From an optimization exercise on the open Yosys and OpenROAD flow, aimed at small area, a short achievable clock period and few clock cycles per item; shortcuts taken in it are not production practice. Only the layout flow was run in this run; the RTL was not checked for function there. Power and IR drop assume default switching activity.

$ cat design/flow/config.mk
export PLATFORM = sky130hd
export DESIGN_NAME = plc_blk_codec
export DESIGN_NICKNAME = plc_blk_codec
export VERILOG_FILES = /design/flow/design.v
export SDC_FILE = /design/flow/constraint.sdc
export NUM_CORES = 4
export LEC_CHECK = 0
export CAP_MARGIN = 20
export CORE_MARGIN = 2
export CORE_UTILIZATION = 40
export PLACE_DENSITY = 0.6
export SLEW_MARGIN = 20
$ cat design/flow/constraint.sdc
create_clock -name core_clock -period 5.0 [get_ports {clk}]
set_input_delay 1.0000 -clock core_clock [delete_from_list [all_inputs] [get_ports {clk}]]
set_output_delay 1.0000 -clock core_clock [all_outputs]
set_load 0.01 [all_outputs]
$ cat design/flow/design.v
module plc_crc32_byte (
    input  wire [31:0] crc_in,
    input  wire [7:0]  data,
    output reg  [31:0] crc_out
);
    integer i;
    always @* begin
        crc_out = crc_in ^ {24'd0, data};
        for (i = 0; i < 8; i = i + 1) begin
            if (crc_out[0])
                crc_out = (crc_out >> 1) ^ 32'hEDB88320;
            else
                crc_out = crc_out >> 1;
        end
    end
endmodule
module plc_blk_tx (
    input  wire        clk,
    input  wire        rst,
    input  wire        cmd_valid,
    output wire        cmd_ready,
    input  wire [15:0] cmd_ssn,
    input  wire [8:0]  cmd_boff,
    input  wire        cmd_bflag,
    input  wire        cmd_long,
    input  wire        in_valid,
    output wire        in_ready,
    input  wire [31:0] in_data,
    output reg         out_valid,
    input  wire        out_ready,
    output reg  [31:0] out_data,
    output reg         out_last
);
    localparam S_IDLE = 3'd0;
    localparam S_CRC  = 3'd1;   
    localparam S_IN   = 3'd2;   
    localparam S_TAIL = 3'd3;   
    reg [2:0]  state;
    reg [31:0] wbuf;
    reg [1:0]  bsel;
    reg [7:0]  words_left;
    reg [31:0] crc;
    wire [31:0] crc_next;
    reg  [7:0]  cur_byte;
    always @* begin
        case (bsel)
            2'd0: cur_byte = wbuf[7:0];
            2'd1: cur_byte = wbuf[15:8];
            2'd2: cur_byte = wbuf[23:16];
            default: cur_byte = wbuf[31:24];
        endcase
    end
    plc_crc32_byte u_crc (.crc_in(crc), .data(cur_byte), .crc_out(crc_next));
    wire [31:0] hdr = {3'b000, 1'b0, cmd_bflag, 1'b0, 1'b1,
                       (cmd_bflag ? cmd_boff : 9'd0), cmd_ssn};
    wire out_fire = out_valid && out_ready;
    wire out_free = !out_valid || out_ready;
    assign cmd_ready = (state == S_IDLE) && out_free;
    assign in_ready  = (state == S_IN) && out_free;
    always @(posedge clk) begin
        if (rst) begin
            state      <= S_IDLE;
            out_valid  <= 1'b0;
            out_data   <= 32'd0;
            out_last   <= 1'b0;
            wbuf       <= 32'd0;
            bsel       <= 2'd0;
            words_left <= 8'd0;
            crc        <= 32'hFFFFFFFF;
        end else begin
            if (out_fire)
                out_valid <= 1'b0;
            case (state)
                S_IDLE: begin
                    if (cmd_valid && cmd_ready) begin
                        wbuf       <= hdr;
                        out_valid  <= 1'b1;
                        out_data   <= hdr;
                        out_last   <= 1'b0;
                        crc        <= 32'hFFFFFFFF;
                        bsel       <= 2'd0;
                        words_left <= cmd_long ? 8'd128 : 8'd32;
                        state      <= S_CRC;
                    end
                end
                S_CRC: begin
                    crc  <= crc_next;
                    bsel <= bsel + 2'd1;
                    if (bsel == 2'd3)
                        state <= (words_left == 8'd0) ? S_TAIL : S_IN;
                end
                S_IN: begin
                    if (in_valid && in_ready) begin
                        wbuf       <= in_data;
                        out_valid  <= 1'b1;
                        out_data   <= in_data;
                        out_last   <= 1'b0;
                        bsel       <= 2'd0;
                        words_left <= words_left - 8'd1;
                        state      <= S_CRC;
                    end
                end
                S_TAIL: begin
                    if (out_free) begin
                        out_valid <= 1'b1;
                        out_data  <= ~crc;
                        out_last  <= 1'b1;
                        state     <= S_IDLE;
                    end
                end
                default: state <= S_IDLE;
            endcase
        end
    end
endmodule
module plc_blk_rx (
    input  wire        clk,
    input  wire        rst,
    input  wire        in_valid,
    output wire        in_ready,
    input  wire [31:0] in_data,
    input  wire        in_long,
    output reg         res_valid,
    input  wire        res_ready,
    output reg         res_ok,
    output reg         res_fmterr,
    output reg  [31:0] res_hdr
);
    localparam S_HDR = 3'd0;   
    localparam S_CRC = 3'd1;   
    localparam S_IN  = 3'd2;   
    localparam S_CHK = 3'd3;   
    localparam S_RES = 3'd4;   
    reg [2:0]  state;
    reg [31:0] wbuf;
    reg [1:0]  bsel;
    reg [7:0]  words_left;
    reg        blong;
    reg [31:0] crc;
    wire [31:0] crc_next;
    reg  [7:0]  cur_byte;
    always @* begin
        case (bsel)
            2'd0: cur_byte = wbuf[7:0];
            2'd1: cur_byte = wbuf[15:8];
            2'd2: cur_byte = wbuf[23:16];
            default: cur_byte = wbuf[31:24];
        endcase
    end
    plc_crc32_byte u_crc (.crc_in(crc), .data(cur_byte), .crc_out(crc_next));
    assign in_ready = (state == S_HDR) || (state == S_IN) || (state == S_CHK);
    wire fire = in_valid && in_ready;
    always @(posedge clk) begin
        if (rst) begin
            state      <= S_HDR;
            res_valid  <= 1'b0;
            res_ok     <= 1'b0;
            res_fmterr <= 1'b0;
            res_hdr    <= 32'd0;
            wbuf       <= 32'd0;
            bsel       <= 2'd0;
            words_left <= 8'd0;
            blong      <= 1'b0;
            crc        <= 32'hFFFFFFFF;
        end else begin
            case (state)
                S_HDR: begin
                    if (fire) begin
                        wbuf       <= in_data;
                        res_hdr    <= in_data;
                        blong      <= in_long;
                        crc        <= 32'hFFFFFFFF;
                        bsel       <= 2'd0;
                        words_left <= in_long ? 8'd128 : 8'd32;
                        state      <= S_CRC;
                    end
                end
                S_CRC: begin
                    crc  <= crc_next;
                    bsel <= bsel + 2'd1;
                    if (bsel == 2'd3)
                        state <= (words_left == 8'd0) ? S_CHK : S_IN;
                end
                S_IN: begin
                    if (fire) begin
                        wbuf       <= in_data;
                        bsel       <= 2'd0;
                        words_left <= words_left - 8'd1;
                        state      <= S_CRC;
                    end
                end
                S_CHK: begin
                    if (fire) begin
                        res_valid  <= 1'b1;
                        res_ok     <= (in_data == ~crc);
                        res_fmterr <= res_hdr[27] &&
                                      (blong ? 1'b0 : (res_hdr[24:16] >= 9'd128));
                        state      <= S_RES;
                    end
                end
                S_RES: begin
                    if (res_ready) begin
                        res_valid <= 1'b0;
                        state     <= S_HDR;
                    end
                end
                default: state <= S_HDR;
            endcase
        end
    end
endmodule
module plc_blk_codec (
    input  wire        clk,
    input  wire        rst,
    input  wire        tx_cmd_valid,
    output wire        tx_cmd_ready,
    input  wire [15:0] tx_cmd_ssn,
    input  wire [8:0]  tx_cmd_boff,
    input  wire        tx_cmd_bflag,
    input  wire        tx_cmd_long,
    input  wire        tx_in_valid,
    output wire        tx_in_ready,
    input  wire [31:0] tx_in_data,
    output wire        tx_out_valid,
    input  wire        tx_out_ready,
    output wire [31:0] tx_out_data,
    output wire        tx_out_last,
    input  wire        rx_in_valid,
    output wire        rx_in_ready,
    input  wire [31:0] rx_in_data,
    input  wire        rx_in_long,
    output wire        rx_res_valid,
    input  wire        rx_res_ready,
    output wire        rx_res_ok,
    output wire        rx_res_fmterr,
    output wire [31:0] rx_res_hdr
);
    plc_blk_tx u_tx (
        .clk(clk), .rst(rst),
        .cmd_valid(tx_cmd_valid), .cmd_ready(tx_cmd_ready),
        .cmd_ssn(tx_cmd_ssn), .cmd_boff(tx_cmd_boff),
        .cmd_bflag(tx_cmd_bflag), .cmd_long(tx_cmd_long),
        .in_valid(tx_in_valid), .in_ready(tx_in_ready), .in_data(tx_in_data),
        .out_valid(tx_out_valid), .out_ready(tx_out_ready),
        .out_data(tx_out_data), .out_last(tx_out_last)
    );
    plc_blk_rx u_rx (
        .clk(clk), .rst(rst),
        .in_valid(rx_in_valid), .in_ready(rx_in_ready),
        .in_data(rx_in_data), .in_long(rx_in_long),
        .res_valid(rx_res_valid), .res_ready(rx_res_ready),
        .res_ok(rx_res_ok), .res_fmterr(rx_res_fmterr), .res_hdr(rx_res_hdr)
    );
endmodule
$ cat design/flow/run.sh
#!/bin/bash
# synth_recipe.tcl (not shown) runs the flow's synth.tcl, then flattens the netlist and writes it again
# the make line also repeats each setting of config.mk as NAME=value (left out here)
make -C /OpenROAD-flow-scripts/flow DESIGN_CONFIG=/design/flow/config.mk WORK_HOME=/design/flow/orfs CLKGATE_MAP_FILE= SYNTH_SCRIPT=/design/flow/synth_recipe.tcl finish
==> results_dict.tcl <==
set metrics [dict create \
    grt_max_degree 100 \
    vias_per_cell 5.291 \
    cpMostUsedCell "clkdlybuf4s50_1" \
    die-width_um 171.2 \
    yosysUniqueCellTypes 44 \
    startpoint "tx_out_ready" \
    finalNetCount 1574 \
    cellLeakagePower_nw 5.089 \
    die-area_um2 29310 \
    grt_usage_pct 23.03 \
    grt-ovfl-total 0 \
    path_max_fanout 6 \
    dp_hpwl_um 24180 \
    seq_area_frac_synth_pct 39.91 \
    hold_path_depth 2 \
    ff2ff_setup_slack_ns 1.87 \
    initial_core_util_pct 40.48 \
    cts_tree "yes" \
    hold_path_end "u_rx.res_hdr[0]" \
    yosys-top-cells-count "dfxtp_1, nand2_1, a21oi_1" \
    ys_ff_latch 223 \
    core_um2 27630 \
    std_cell_rows 61 \
    fin_worst_skew_ns 0.01156 \
    syn_to_final_growth_pct 25.16 \
    r2r-start "u_rx.bsel[0]" \
    synth_top_area_share_pct 39.91 \
    post_drt_wl_per_cell_um 18.37 \
    maxCapViolations 0 \
    worst_slew_pin_slew_ns 1.026 \
    synth_area_um2 11180 \
    start_kind "input pin" \
    io_buffers 170 \
    grt_first_pass_wirelength_um 53410 \
    post-cts-setup-buffers 0 \
    outcome "no timing/DRC/antenna violations" \
    cp.required_ns 4.00 \
    root_buffer "clkbuf_16" \
    cts_resized 0 \
    syn_avg_cell_area_um2 8.334 \
    period_share_pct 67.15 \
    critPathKind "input pin to output pin" \
    grt_setup_unrepaired "false" \
    fmax_mhz 297.8 \
    powerDensity_nw_per_um2 453.2 \
    end_kind "output pin" \
    finalSetupTns_ns 0 \
    cpMaxStageDelayCell "clkdlybuf4s50_1" \
    synth_edf_count 0 \
    syn_nets 1453 \
    synthFlopType "dfxtp_1" \
    max-slew-margin-rel_pct 31.40 \
    antenna_found_initial 1 \
    worst_skew_pair.late_latency_ns 0.53 \
    htree_num_levels 1 \
    gp_congestion 0.8513 \
    die_h_um 171.2 \
    fin_crit_ns 3.357 \
    cts_sinks 223 \
    antenna_left 0 \
    cts_buffers 26 \
    synth_top_area_cell "dfxtp_1" \
    drc 0 \
    setup-violations-final 0 \
    synth_most_common_cell "dfxtp_1" \
    max_stage_delay_ns 0.58 \
    finalMaxSlewViolations 0 \
    ys_warn_count 3 \
    min-delay-start "u_rx.res_hdr[0]" \
    rr_worst_depth 10 \
    drtIter0Drc 983 \
    drive_gt1_share_pct 6.685 \
    drtPass1Iterations 6 \
    ir_drop_v 0.0002606 \
    regToRegEndpoint "u_rx.crc[24]" \
    grt_pass1_vias 9320 \
    pin_count 171 \
    hold_viol_final 0 \
    cts_hold_buf 0 \
    ys_async_sr_fraction_pct 0 \
    path_cells "clkdlybuf4s50_1, nor2b_1, nor3_1, clkdlybuf4s50_1" \
    vias 9842 \
    worstPathArrival_ns 2.36 \
    fin_util_pct 50.67 \
    hp-class "flop to flop" \
    drt_wl_total_um 34170 \
    syn_inst 1342 \
    cts.clk_slew.worst_paths_ns 0.06 \
    yosys-top-cells-area "dfxtp_1, xnor2_1, a21oi_1, nand2_1, nor2_1" \
    cts_buffer_depth 3 \
]
[cell families after synthesis]
family | Yosys count | share of synthesized area [%]
XOR/XNOR | 184 | 16.83
multiplexers | 40 | 3.580
flip-flops | 223 | 39.91
AND/OR/NAND/NOR | 441 | 17.08
buffers and inverters | 146 | 5.012
adder cells (fa/ha/maj) | 12 | 1.342
AO/OA/AOI/OAI | 296 | 16.24
[cell usage in the layout, fill, tap and decap left out, drive strengths merged, types with 16 or more instances in the layout]
master / netlist / layout
dfxtp: 223 / 223
nand2: 196 / 196
clkdlybuf4s50: 0 / 169
a21oi: 160 / 160
xnor2: 160 / 160
nor2: 128 / 128
inv: 53 / 54
o22ai: 42 / 42
clkbuf: 71 / 42
nand2b: 41 / 41
mux2i: 40 / 40
a211oi: 30 / 30
nor3: 26 / 26
a311oi: 25 / 25
xor2: 24 / 24
buf: 22 / 17
a222oi: 16 / 16
[power breakdown]
group	switching, mW	internal, mW	total, mW
clock network	0.760	1.12	1.88
logic	1.16	1.10	2.26
registers	0.223	1.99	2.21
total	2.14	4.21	6.34
[stage by stage]
stage                     instance area (um^2)  total power, mW  std cells  hold slack, ns  worst slack [ns]
after floorplan                          11180            3.923       1342          0.4357             2.419
after global placement                   13150            4.468       1813          0.4419             1.679
after detailed placement                 13150            4.483       1813          0.4465             1.660
after CTS                                14000            6.372       1859          0.4556             1.652
after global routing                     14000            6.686       1860          0.4714             1.595
final                                    14000            6.345       1860          0.4554             1.643
[worst max-delay path: cells and delay by family]
family	cells	cell delay [ns]
and+or+nand+nor	2	0.31
buffers and inverters	2	1.05
[metal layers]
layer	vias up	track usage (%)	share of wire [%]
met5	-	0	0
met4	0	5.527	1.9
met3	45	3.083	5.9
met2	311	34.77	43
met1	4691	34.59	49
li1	4795	-	-
[how the worst max path moves through the flow]
stage | endpoint | slack [ns] | cells after the start
floorplan | u_rx.crc[24] | 2.42 | 11
global placement | tx_cmd_ready | 1.68 | 4
detailed placement | tx_cmd_ready | 1.66 | 4
CTS | tx_cmd_ready | 1.65 | 4
global route | tx_cmd_ready | 1.59 | 4
finish | tx_cmd_ready | 1.64 | 4
[state kept, by name (all words and copies together) (netlist names), 8 cells and up]
register         cells
u_tx.out_data       32
u_tx.wbuf           32
u_rx.words_left      8
u_tx.words_left      8
u_rx.wbuf           32
u_rx.res_hdr        32
u_tx.crc            32
u_rx.crc            32
[layout make-up]
type / count / area [um^2]
antenna: 1 / 2.502
clock buffer: 42 / 822.0
clock inverter: 4 / 26.28
fill: 2671 / 13630
inverter: 53 / 198.9
multi-input combinational: 973 / 6186
sequential: 223 / 4467
tap: 378 / 473.0
timing repair buffer: 186 / 1823

static timing again, ports no longer ideal:
How much do the figures lean on ideal ports? The routed layout below was timed once more, with nothing changed but the port constraints.
Step 1 assumes that a clkbuf_16 drives the clock port and a buf_2 every other input.
Step 2 times the ports against the registers' clock, not the clock port: input delays grow and output delays shrink by t, the midpoint of the rising clock arrivals with the driver on.
Three values: no drivers, after step 1, after step 2; two values: the first two.
t (ns): 0.573
slack for setup (ns): 1.643 / 1.617 / 1.617
worst setup path at the end: input to output
clock arrival spread, ns: 0.012 / 0.012
pins driven straight from the clock port: 1
After both steps this run still meets setup and hold. The setup slack of this run moves by -0.026 ns with the drivers and by -0.026 ns with both steps.
